Source: an optimization exercise on an open RTL-to-GDS flow (aim: small area, a short achievable clock period and few clock cycles). Production flows keep margins and buffers that such runs may drop.
RTL that was checked went through simulation tests only; none was proved equivalent to the original.

==> inputs of run a <==
==> flow/design.v (excerpt) <==
module stokast_core (
    input  wire        clk,
    input  wire        rst,
    input  wire        cmd_valid,
    output wire        cmd_ready,
    input  wire        cmd_pass,
    input  wire [63:0] cmd_word,
    input  wire [31:0] cmd_now,
    input  wire [79:0] cmd_fate,
    output reg         resp_valid,
    output reg  [3:0]  resp_emit,
    output wire [47:0] resp_dac,
    output wire [4:0]  resp_mode,
    output wire        resp_fault
);
    localparam [2:0] K_RUN = 3'd0, K_SEED = 3'd1, K_FATE = 3'd2, K_LENGTH = 3'd3,
                     K_OFFSET = 3'd4, K_LFO = 3'd5, K_STEPS = 3'd6, K_TSYNC = 3'd7;
    localparam [1:0] SYNC_SYNC = 2'd0, SYNC_FREE = 2'd1, SYNC_LOOP = 2'd2;
    localparam [3:0] OP_TICK = 4'd0, OP_RESET = 4'd1, OP_SEED = 4'd2, OP_SEEDCLICK = 4'd3,
                     OP_LENGTH = 4'd4, OP_LENGTHCLICK = 4'd5, OP_OFFSET = 4'd6,
                     OP_OFFSETCLICK = 4'd7, OP_STEPS = 4'd8, OP_STEPSCLICK = 4'd9;
    localparam [31:0] IDLE_TIMEOUT = 32'd5000;
    localparam [2:0] S_IDLE = 3'd0, S_PASS = 3'd1, S_TICK = 3'd2, S_MOD = 3'd3, S_STEPS = 3'd4;
    localparam [1:0] MK_LFO = 2'd0, MK_OFS = 2'd1, MK_SYNC = 2'd2;
    reg [13:0] seed;
    reg [6:0]  plen;
    reg [6:0]  length   [0:3];
    reg [6:0]  steps    [0:3];
    reg [5:0]  offset   [0:3];
    reg [1:0]  sync     [0:3];
    reg [3:0]  lfo_mode [0:3];
    reg [4:0]  mode;
    reg [31:0] tick_count;
    reg [31:0] gph;
    reg [5:0]  tph      [0:3];
    reg        reset_armed;
    reg [31:0] predicted;
    reg [31:0] last_tick_time;
    reg [31:0] last_action;
    reg [11:0] last_out [0:3];
    reg [3:0]  last_ok;
    reg [3:0]  gate_high;
    reg [31:0] rand_idx [0:3];
    reg [5:0]  rand_mod [0:3];    
    reg        regen;
    reg        acted;
  ...
clock: 20.0 ns
lec_check: 0
cap_margin: 20
core_margin: 2
core_utilization: 40
slew_margin: 20
standard.sh (not shown) runs the stock make flow with config.mk's settings and CLKGATE_MAP_FILE= SYNTH_SCRIPT=/design/flow/synth_recipe.tcl, a recipe that flattens the netlist after the stock synthesis.
==> flow/flow/run.sh <==
#!/bin/bash
# The standard layout (standard.sh), with ORFS's timing repair asked to leave
# 12 ns of setup slack at the design's own clock period and constraints.
set -euo pipefail
bash standard.sh SETUP_SLACK_MARGIN=12 finish > standard_flow.log 2>&1
==> run b: changes against run a <==
--- a/flow/design.v
+++ b/flow/design.v
@@ -1228,57 +1228,41 @@
     always @(*) begin
         for (t = 0; t < 4; t = t + 1) begin
             den[t]     = (sync[t] == SYNC_SYNC && plen < length[t]) ? plen : length[t];
             is_loop[t] = (sync[t] == SYNC_LOOP);
         end
     end
     reg        me_busy;
-    reg [3:0]  me_nib;      
+    reg [2:0]  me_nib;      
     reg [5:0]  me_r;
     reg [6:0]  me_den;
     reg [1:0]  me_src;      
     reg [7:0]  me_val;
     wire [31:0] me_word = (me_src == 2'd0) ? gph : (me_src == 2'd1) ? tick_count : {24'd0, me_val};
-    wire [1:0]  me_bits = me_word[2*me_nib +: 2];
+    wire [3:0]  me_bits = me_word[4*me_nib +: 4];
     reg  [6:0]  me_x;
     reg  [7:0]  me_d;
     reg  [5:0]  me_rn;
     integer ms;
     always @(*) begin
         me_rn = me_r;
-        for (ms = 1; ms >= 0; ms = ms - 1) begin
+        for (ms = 3; ms >= 0; ms = ms - 1) begin
             me_x = {me_rn, me_bits[ms]};
             me_d = {1'b0, me_x} - {1'b0, me_den};
             me_rn = me_d[7] ? me_x[5:0] : me_d[5:0];
         end
     end
-    wire        me_last = (me_nib == 4'd0);
+    wire        me_last = (me_nib == 3'd0);
     wire [5:0]  me_res  = (mod_neg && me_rn != 6'd0) ? (me_den[5:0] - me_rn) : me_rn;
-    function [6:0] fmod(input signed [15:0] x, input [6:0] den);
-        reg signed [15:0] d, y;
-        begin
-            d = {9'd0, den};
-            if (x < 0) begin
-                y = x + d;
-                fmod = {!y[15], y[5:0]};
-            end else if (x < d) begin
-                fmod = {1'b1, x[5:0]};
-            end else begin
-                y = x - d;
-                fmod = {(y < d), y[5:0]};
-            end
-        end
-    endfunction
-    reg [6:0] fm;
-    function [3:0] top_nib(input [31:0] x);
+    function [2:0] top_nib(input [31:0] x);
         integer i;
         begin
-            top_nib = 4'd0;
-            for (i = 1; i < 16; i = i + 1)
-                if (x[2*i +: 2] != 2'd0) top_nib = i[3:0];
+            top_nib = 3'd0;
+            for (i = 1; i < 8; i = i + 1)
+                if (x[4*i +: 4] != 4'd0) top_nib = i[2:0];
         end
     endfunction
     reg [7:0] so_n, so_l;
     always @(*) begin
         so_n = {1'b0, steps[otrk]};
         so_l = {1'b0, length[otrk]};
         if (step_up) begin
@@ -1329,15 +1313,15 @@
     wire [3:0]  u_fns;        
     reg  [3:0]  tri_ok;       
     reg  [3:0]  is_tri;
     always @(*)
         for (t = 0; t < 4; t = t + 1)
             is_tri[t] = (lfo_mode[t] >= 4'd6) && (lfo_mode[t] <= 4'd8);
     assign u_fin = (is_tri & tri_ok) | (~is_tri & u_fns);
-    wire [3:0] tel = u_busy & is_tri & ~tri_ok & {u_J[3] < 5'd19, u_J[2] < 5'd19, u_J[1] < 5'd19, u_J[0] < 5'd19};
+    wire [3:0] tel = u_busy & is_tri & ~tri_ok;
     reg  [1:0] tptr;
     wire [1:0] tp1 = tptr + 2'd1, tp2 = tptr + 2'd2, tp3 = tptr + 2'd3;
     wire [1:0] tsel = tel[tp1] ? tp1 : tel[tp2] ? tp2 : tel[tp3] ? tp3 : tptr;
     wire       tchk;
     stokast_tchk u_tchk (.md(lfo_mode[tsel]), .P(u_P[tsel]), .J(u_J[tsel]), .ok(tchk));
     genvar gi;
     generate
@@ -1443,15 +1427,15 @@
                     u_P[t] <= un_P[t];
                     u_g[t] <= un_g[t];
                     u_J[t] <= u_J[t] - 5'd1;
                 end
             end
             if (me_busy) begin
                 me_r   <= me_rn;
-                me_nib <= me_nib - 4'd1;
+                me_nib <= me_nib - 3'd1;
                 if (me_last) me_busy <= 1'b0;
             end
             case (state)
             S_IDLE: if (consume) begin
                 if (c_pass) begin
                     resp_emit <= 4'd0;
                     if (fault) begin
@@ -1590,54 +1574,43 @@
                             end else begin
                                 sv = $signed({10'b0, offset[w_trk]}) + w_d;
                                 mod_kind <= MK_OFS;
                                 mode     <= {K_OFFSET, w_trk};
                                 me_den   <= length[w_trk];
                             end
                             sabs = sv[15] ? -sv : sv;
-                            fm   = fmod(sv, (mode == {K_LFO, w_trk}) ? 7'd12 : length[w_trk]);
                             mod_neg <= sv[15];
                             me_val  <= sabs[7:0];
                             me_src  <= 2'd2;
                             me_r    <= 6'd0;
-                            me_nib  <= 4'd3;
+                            me_nib  <= 3'd1;
+                            me_busy <= 1'b1;
                             regen   <= 1'b1;
                             acted   <= 1'b1;
-                            if (fm[6]) begin
-                                if (mode == {K_LFO, w_trk}) lfo_mode[w_trk] <= fm[3:0];
-                                else                        offset[w_trk]   <= fm[5:0];
-                            end else begin
-                                me_busy <= 1'b1;
-                                state   <= S_MOD;
-                            end
+                            state   <= S_MOD;
                         end
                         OP_OFFSETCLICK: begin
                             mode  <= (mode == {K_LFO, w_trk}) ? {K_OFFSET, w_trk} : {K_LFO, w_trk};
                             acted <= 1'b1;
                         end
                         OP_STEPS: begin
                             acted <= 1'b1;
                             tph_ok[w_trk] <= 1'b0;
                             if (mode == {K_TSYNC, w_trk}) begin
                                 sv = $signed({14'b0, sync[w_trk]}) + w_d;
                                 sabs = sv[15] ? -sv : sv;
-                                fm   = fmod(sv, 7'd3);
                                 mod_kind <= MK_SYNC;
                                 mod_neg  <= sv[15];
                                 me_den   <= 7'd3;
                                 me_val   <= sabs[7:0];
                                 me_src   <= 2'd2;
                                 me_r     <= 6'd0;
-                                me_nib   <= 4'd3;
-                                if (fm[6]) begin
-                                    sync[w_trk] <= fm[1:0];
-                                end else begin
-                                    me_busy  <= 1'b1;
-                                    state    <= S_MOD;
-                                end
+                                me_nib   <= 3'd1;
+                                me_busy  <= 1'b1;
+                                state    <= S_MOD;
                             end else begin
                                 regen    <= 1'b1;
                                 mode     <= {K_STEPS, w_trk};
                                 step_up  <= !w_d[8];
                                 step_cnt <= w_d[8] ? -w_d[7:0] : w_d[7:0];
                                 state    <= S_STEPS;
                             end
@@ -1683,27 +1656,22 @@
             end
             S_STEPS: begin
                 if (step_cnt != 8'd0) begin
                     steps[otrk]  <= so_n[6:0];
                     length[otrk] <= so_l[6:0];
                     step_cnt     <= step_cnt - 8'd1;
                     dset[otrk]   = 1'b1;
-                end else if ({1'b0, offset[otrk]} < length[otrk]) begin
-                    state    <= S_IDLE;
-                end else if ({1'b0, offset[otrk]} - length[otrk] < length[otrk]) begin
-                    offset[otrk] <= offset[otrk] - length[otrk][5:0];
-                    state    <= S_IDLE;
                 end else begin
                     mod_kind <= MK_OFS;
                     mod_neg  <= 1'b0;
                     me_den   <= length[otrk];
                     me_val   <= {2'd0, offset[otrk]};
                     me_src   <= 2'd2;
                     me_r     <= 6'd0;
-                    me_nib   <= 4'd3;
+                    me_nib   <= 3'd1;
                     me_busy  <= 1'b1;
                     state    <= S_MOD;
                 end
             end
             S_PASS: begin
                 if (tel != 4'd0) begin
                     tptr <= tsel;
==> flow/run.sh (new file) <==
#!/bin/bash
# synth_recipe.tcl (not shown) runs the flow's synth.tcl, then flattens the netlist and writes it again
# the make line also repeats each setting of config.mk as NAME=value (left out here)
make -C /OpenROAD-flow-scripts/flow DESIGN_CONFIG=/design/flow/config.mk WORK_HOME=/design/flow/orfs CLKGATE_MAP_FILE= SYNTH_SCRIPT=/design/flow/synth_recipe.tcl finish
removed: flow/flow/run.sh
removed: flow/standard.sh
==> qor summary <==
	run b	run a
Signal arrival time at the worst endpoint	13840 ps	8980 ps
Non-clock buffer total of the final layout	614	777
Critical hold path startpoint	w_t[0]	last_tick_time[25]
Worst VDD drop	0.163 mV	0.120 mV
Setup repair after global routing missed its margin	no	yes
Pin count of the biggest net entering global routing	112	158
Sw Share	45.7%	45.0%
Die Footprint	340000 um2	347000 um2
Run status	finished clean	finished clean
Met1 Wirelength	220000 um	232000 um
Final cycle utilization of the critical path	66.3%	41.9%
Worst Path Required	20590 ps	20600 ps
Count of unique library cells instantiated by Yosys	99	129
Starting utilization of the core area	40.2%	40.3%
Final non-filler cell area	148000 um2	154000 um2
First-pass GRT wire length	775000 um	802000 um
Number of register bits inferred by synthesis	1523	1524
Met2 wire length	223000 um	230000 um
Quantity of gates resized following cts	0	174
Non-CTS inverters	834	832
Core Footprint	334000 um2	340000 um2
Critical path fanouts, max	17	8
Register Area	42300 um2	42400 um2
Worst-case hold slack	442 ps	450 ps
Testbench counts of run b, summed over its fixed seeds: cycles 87,117.
No functional check of the RTL was part of run a.

==> afterwards: timing with drivers on the ports <==
The flow's constraints put no driver on any port. The routed layouts listed below were extracted and timed again, unchanged, in two steps.
Step 1: set_driving_cell puts a clkbuf_16 on clk and a buf_2 on each other input, an assumption about the parent block.
Step 2 times the ports against the registers' clock, not the clock port: input delays grow and output delays shrink by t, the midpoint of the rising clock arrivals with the driver on.
Three values: ideal, step 1, step 2; two values: the first two.
run	t (ns)	setup slack, ns	clock arrival spread, ns	worst register clock-pin slew, ns
run a	0.983	11.622 / 11.622 / 11.622	0.105 / 0.106	0.08 / 0.08
run b	0.990	6.747 / 6.747 / 6.747	0.080 / 0.081	0.07 / 0.07
After both steps setup and hold are still met in every run listed.
